Background: an optimization exercise with open tools, aiming at a short achievable clock period and few clock cycles. Do not read the settings as production practice. In this exercise RTL edits were held to simulation tests only and were not proved equivalent to the original. Power is estimated from default activity; no workload was simulated.

==> flow/design.v <==
module ca_cpu (
    input  wire        clk,
    input  wire        rst,
    input  wire        cmd_valid,
    input  wire [1:0]  cmd_op,
    input  wire [5:0]  cmd_addr,
    input  wire [15:0] cmd_data,
    output wire        cmd_ready,
    input  wire [5:0]  dbg_addr,
    output reg  [15:0] dbg_data,
    output wire [15:0] r0,
    output wire [15:0] r1,
    output wire [15:0] r2,
    output wire [15:0] r3,
    output wire [15:0] pc,
    output wire [15:0] ir,
    output wire        halted,
    output wire [1:0]  fault
);
    localparam CMD_CYCLE   = 2'd0;
    localparam CMD_FETCH   = 2'd1;
    localparam CMD_EXECUTE = 2'd2;
    localparam CMD_WRITE   = 2'd3;
    localparam OP_HALT  = 4'd0;
    localparam OP_LVAL  = 4'd1;
    localparam OP_LOAD  = 4'd2;
    localparam OP_STORE = 4'd3;
    localparam OP_ADD   = 4'd4;
    localparam OP_SUB   = 4'd5;
    localparam OP_JMP   = 4'd6;
    localparam OP_MOV   = 4'd7;
    localparam F_NONE    = 2'd0;
    localparam F_INVALID = 2'd1;
    localparam F_FETCH   = 2'd2;
    localparam F_DATA    = 2'd3;
    reg [15:0] mem [0:63];
    reg [15:0] x   [0:3];
    reg [15:0] pc_q;
    reg [15:0] ir_q;
    reg        halted_q;
    reg [1:0]  fault_q;
    reg [15:0] nw;
    reg [63:0] op_oh;
    reg [5:0]  pa1;
    reg [63:0] pn_oh;
    reg [5:0]  wa;       
    reg [15:0] wd;
    reg s_rdy, s_wr, s_sync1, s_sync2, s_fet, s_ex1, s_ex2;
    function [63:0] onehot6(input [5:0] a);
        onehot6 = 64'd1 << a;
    endfunction
    wire running  = !halted_q && (fault_q == F_NONE);
    wire fetch_ok = (pc_q[15:6] == 10'd0);
    wire go   = cmd_valid && s_rdy && !rst && (cmd_op == CMD_CYCLE);
    wire fire = go || s_ex2;
    wire [3:0]  opcode  = nw[15:12];
    wire [1:0]  rd      = nw[9:8];
    wire [7:0]  operand = nw[7:0];
    wire [1:0]  rs      = nw[1:0];
    wire        addr_ok = (operand[7:6] == 2'b00);
    reg [15:0] m_op, m_next;
    integer k;
    always @(*) begin
        m_op   = 16'd0;
        m_next = 16'd0;
        for (k = 0; k < 64; k = k + 1) begin
            m_op   = m_op   | ({16{op_oh[k]}} & mem[k]);
            m_next = m_next | ({16{pn_oh[k]}} & mem[k]);
        end
    end
    wire [15:0] x_rd = x[rd];
    wire [15:0] x_rs = x[rs];
    wire is_jmp   = (opcode == OP_JMP);
    wire is_store = (opcode == OP_STORE);
    wire ex_ok    = running && (s_ex2 || fetch_ok);
    wire f2_fault = running && !s_ex2 && !fetch_ok;
    reg        x_we;
    reg [15:0] x_new;
    reg [1:0]  f_new;
    always @(*) begin
        x_we  = 1'b0;
        x_new = x_rs;
        f_new = F_NONE;
        case (opcode)
            OP_LVAL:  begin x_we = 1'b1; x_new = {8'd0, operand}; end
            OP_LOAD:  begin
                          x_we = addr_ok; x_new = m_op;
                          if (!addr_ok) f_new = F_DATA;
                      end
            OP_STORE: if (!addr_ok) f_new = F_DATA;
            OP_ADD:   begin x_we = 1'b1; x_new = x_rd + x_rs; end
            OP_SUB:   begin x_we = 1'b1; x_new = x_rd - x_rs; end
            OP_MOV:   begin x_we = 1'b1; x_new = x_rs; end
            default:  if (opcode[3]) f_new = F_INVALID;
        endcase
    end
    wire [15:0] pc_seq  = s_ex2 ? pc_q : (pc_q + 16'd1);
    wire [15:0] pc_new  = is_jmp ? {8'd0, operand} : pc_seq;
    wire [5:0]  pa1_new = is_jmp ? (operand[5:0] + 6'd1) : (pa1 + 6'd1);
    wire [63:0] pn_new  = is_jmp ? {op_oh[62:0], op_oh[63]} : {pn_oh[62:0], pn_oh[63]};
    wire        fwd     = is_store && addr_ok && (operand[5:0] == pa1);
    wire [15:0] nw_new  = is_jmp ? m_op : (fwd ? x_rd : m_next);
    wire store_we = fire && ex_ok && is_store && addr_ok;
    always @(posedge clk) begin
        if (rst) begin
            s_rdy    <= 1'b0;
            s_wr     <= 1'b0;
            s_sync1  <= 1'b1;
            s_sync2  <= 1'b0;
            s_fet    <= 1'b0;
            s_ex1    <= 1'b0;
            s_ex2    <= 1'b0;
            pc_q     <= 16'd0;
            ir_q     <= 16'd0;
            halted_q <= 1'b0;
            fault_q  <= F_NONE;
            x[0]     <= 16'd0;
            x[1]     <= 16'd0;
            x[2]     <= 16'd0;
            x[3]     <= 16'd0;
        end else begin
            if (s_rdy) begin
                if (cmd_valid && cmd_op != CMD_CYCLE) begin
                    s_rdy <= 1'b0;
                    s_wr  <= (cmd_op == CMD_WRITE);
                    s_fet <= (cmd_op == CMD_FETCH);
                    s_ex1 <= (cmd_op == CMD_EXECUTE);
                end
            end
            if (s_wr || s_fet || s_ex2) begin
                s_wr    <= 1'b0;
                s_fet   <= 1'b0;
                s_ex2   <= 1'b0;
                s_sync1 <= 1'b1;
            end
            if (s_ex1) begin
                s_ex1 <= 1'b0;
                s_ex2 <= 1'b1;
            end
            if (s_sync1) begin
                s_sync1 <= 1'b0;
                s_sync2 <= 1'b1;
            end
            if (s_sync2) begin
                s_sync2 <= 1'b0;
                s_rdy   <= 1'b1;
            end
            if (fire && ex_ok) begin
                ir_q <= nw;
                pc_q <= pc_new;
                if (opcode == OP_HALT) halted_q <= 1'b1;
                if (f_new != F_NONE) fault_q <= f_new;
                if (x_we) x[rd] <= x_new;
            end
            if (fire && f2_fault)
                fault_q <= F_FETCH;
            if (s_fet && running) begin
                if (fetch_ok) begin
                    ir_q <= nw;
                    pc_q <= pc_q + 16'd1;
                end else begin
                    fault_q <= F_FETCH;
                end
            end
        end
    end
    always @(posedge clk) begin
        if (s_rdy) begin
            wa <= cmd_addr;
            wd <= cmd_data;
        end
        if (fire && ex_ok) begin
            nw    <= nw_new;
            op_oh <= onehot6(nw_new[5:0]);
            pa1   <= pa1_new;
            pn_oh <= pn_new;
        end else if (s_sync1) begin
            pa1   <= pc_q[5:0];
            pn_oh <= onehot6(pc_q[5:0]);
        end else if (s_sync2) begin
            nw    <= m_next;
            op_oh <= onehot6(m_next[5:0]);
            pa1   <= pa1 + 6'd1;
            pn_oh <= {pn_oh[62:0], pn_oh[63]};
        end else if (s_ex1) begin
            nw    <= ir_q;
            op_oh <= onehot6(ir_q[5:0]);
        end
    end
    wire [63:0] wa_oh = onehot6(wa);
    always @(posedge clk) begin
        for (k = 0; k < 64; k = k + 1) begin
            if (s_wr && wa_oh[k])
                mem[k] <= wd;
            else if (store_we && op_oh[k])
                mem[k] <= x_rd;
        end
    end
    always @(posedge clk)
        dbg_data <= mem[dbg_addr];
    assign cmd_ready = s_rdy;
    assign r0        = x[0];
    assign r1        = x[1];
    assign r2        = x[2];
    assign r3        = x[3];
    assign pc        = pc_q;
    assign ir        = ir_q;
    assign halted    = halted_q;
    assign fault     = fault_q;
endmodule
==> flow/run.sh <==
#!/bin/bash
# synth_recipe.tcl (not shown) runs the flow's synth.tcl, then flattens the netlist and writes it again
# the make line also repeats each setting of config.mk as NAME=value (left out here)
make -C /OpenROAD-flow-scripts/flow DESIGN_CONFIG=/design/flow/config.mk WORK_HOME=/design/flow/orfs CLKGATE_MAP_FILE= SYNTH_SCRIPT=/design/flow/synth_recipe.tcl finish
==> flow/config.mk <==
export PLATFORM = sky130hd
export DESIGN_NAME = ca_cpu
export DESIGN_NICKNAME = ca_cpu
export VERILOG_FILES = /design/flow/design.v
export SDC_FILE = /design/flow/constraint.sdc
export NUM_CORES = 4
export LEC_CHECK = 0
export ABC_CLOCK_PERIOD_IN_PS = 2500
export CAP_MARGIN = 20
export CORE_MARGIN = 2
export CORE_UTILIZATION = 60
export GPL_TIMING_DRIVEN = 1
export PLACE_DENSITY = 0.7
export SETUP_SLACK_MARGIN = 4.0
export SLEW_MARGIN = 20
export TNS_END_PERCENT = 100
==> flow/constraint.sdc <==
create_clock -name core_clock -period 7.0 [get_ports {clk}]
set_input_delay 1.4000 -clock core_clock [delete_from_list [all_inputs] [get_ports {clk}]]
set_output_delay 1.4000 -clock core_clock [all_outputs]
set_load 0.01 [all_outputs]
==> flow_summary.toml <==
[synth]
ys_seq_area_share_pct = 53.1
synth_area_sq_um = 73500
synth.avg_cell_area_sq_um = 10.1
synth_top_area_share_pct = 51.4
yosys.area.top_type = "edfxtp_1"
ys.flop_type = "edfxtp_1"
yosysUniqueCellTypes = 71
synth_common_cells = "edfxtp_1, nand2_1, o21ai_0"
synthArstFlopShare_pct = 0
synth_warnings = 2
synth_cells = 7299
synth_edf_count = 1260
synth_seq_cells = 1322
syn_nets = 7357
yosysMostFrequentCell = "edfxtp_1"
netlist_top_cells_area = "edfxtp_1, o21ai_0, a221oi_1"

[place]
gp_congestion = 1.33
dp.cells = 8546
hpwl_mm = 340
io_buffers = 148

[clocking]
root_buffer = "clkbuf_16"
htreeDepth = 4
cts_buffers = 140
clock_sinks = 1322
cts.hold.buffers_added = 0
clockBufferDepth = 3

[status]
status = "did not finish"
failed_stage = "global routing (5_1_grt)"
first-error = "[ERROR GRT-0116] Global routing finished with congestion. Check the congestion regions in the DRC Viewer."

[floorplanning]
ios = 149
initial_core_util_pct = 60.4
die_h_um = 354
die_x_um = 354
row_count = 128

[grt]
grt_pass1_wl_mm = 896
grt_max_degree = 83
grt_pass1_vias = 94164
grt.total_usage_pct = 102
grt_overflow = 7155
[timing repair]
| action | 4_1_cts |
|---|---|
| buffers inserted | 377 |
| gates resized for setup | 671 |
| pin swaps | 139 |
| endpoints found under the setup margin | 1987 |
| cloned | 26 |
[cell families after synthesis]
logic type | count (synthesis) | share of synthesized area (%)
AOI/OAI and AO/OA | 2934 | 27.9
xor gates and xnor gates | 37 | 0.441
adders and majority gates | 25 | 0.436
buffers and inverters | 897 | 4.62
DFF | 1322 | 53.1
muxes | 77 | 1.36
and+or+nand+nor | 2007 | 12.1
[through the flow]
step                utilization (%)  hold slack (ns)  cell area [sq um]  power [mW]  worst slack, ns
detailed placement             64.2            0.473              78200        12.4             1.94
CTS                            73.0            0.483              88800        20.2             3.00
global placement               64.2            0.458              78100        12.3             2.04
floorplan                         -            0.446              74900        10.8             3.15
[layer usage]
layer  overflow  GRT usage (%)
met3       1178           97.5
met4       1387            102
met1       1300            100
met2       3151            110
met5        139           86.2
[power by group through the flow]
stage               Sequential [mW]  Clock, mW  Combinational [mW]
detailed placement             9.27          0                3.11
floorplan                      9.15          0                1.66
global placement               9.27          0                3.05
CTS                            9.05       7.59                3.57
[worst max path at each step]
| stage | startpoint | end |
|---|---|---|
| 2_1_floorplan | flop | x[0][15] |
| 3_3_place_gp | cmd_op[1] | mem[1][9] |
| 3_5_place_dp | cmd_op[1] | mem[1][14] |
| 4_1_cts | flop | x[3][15] |
Testbench counts, summed over its fixed seeds: cycles 30,451.
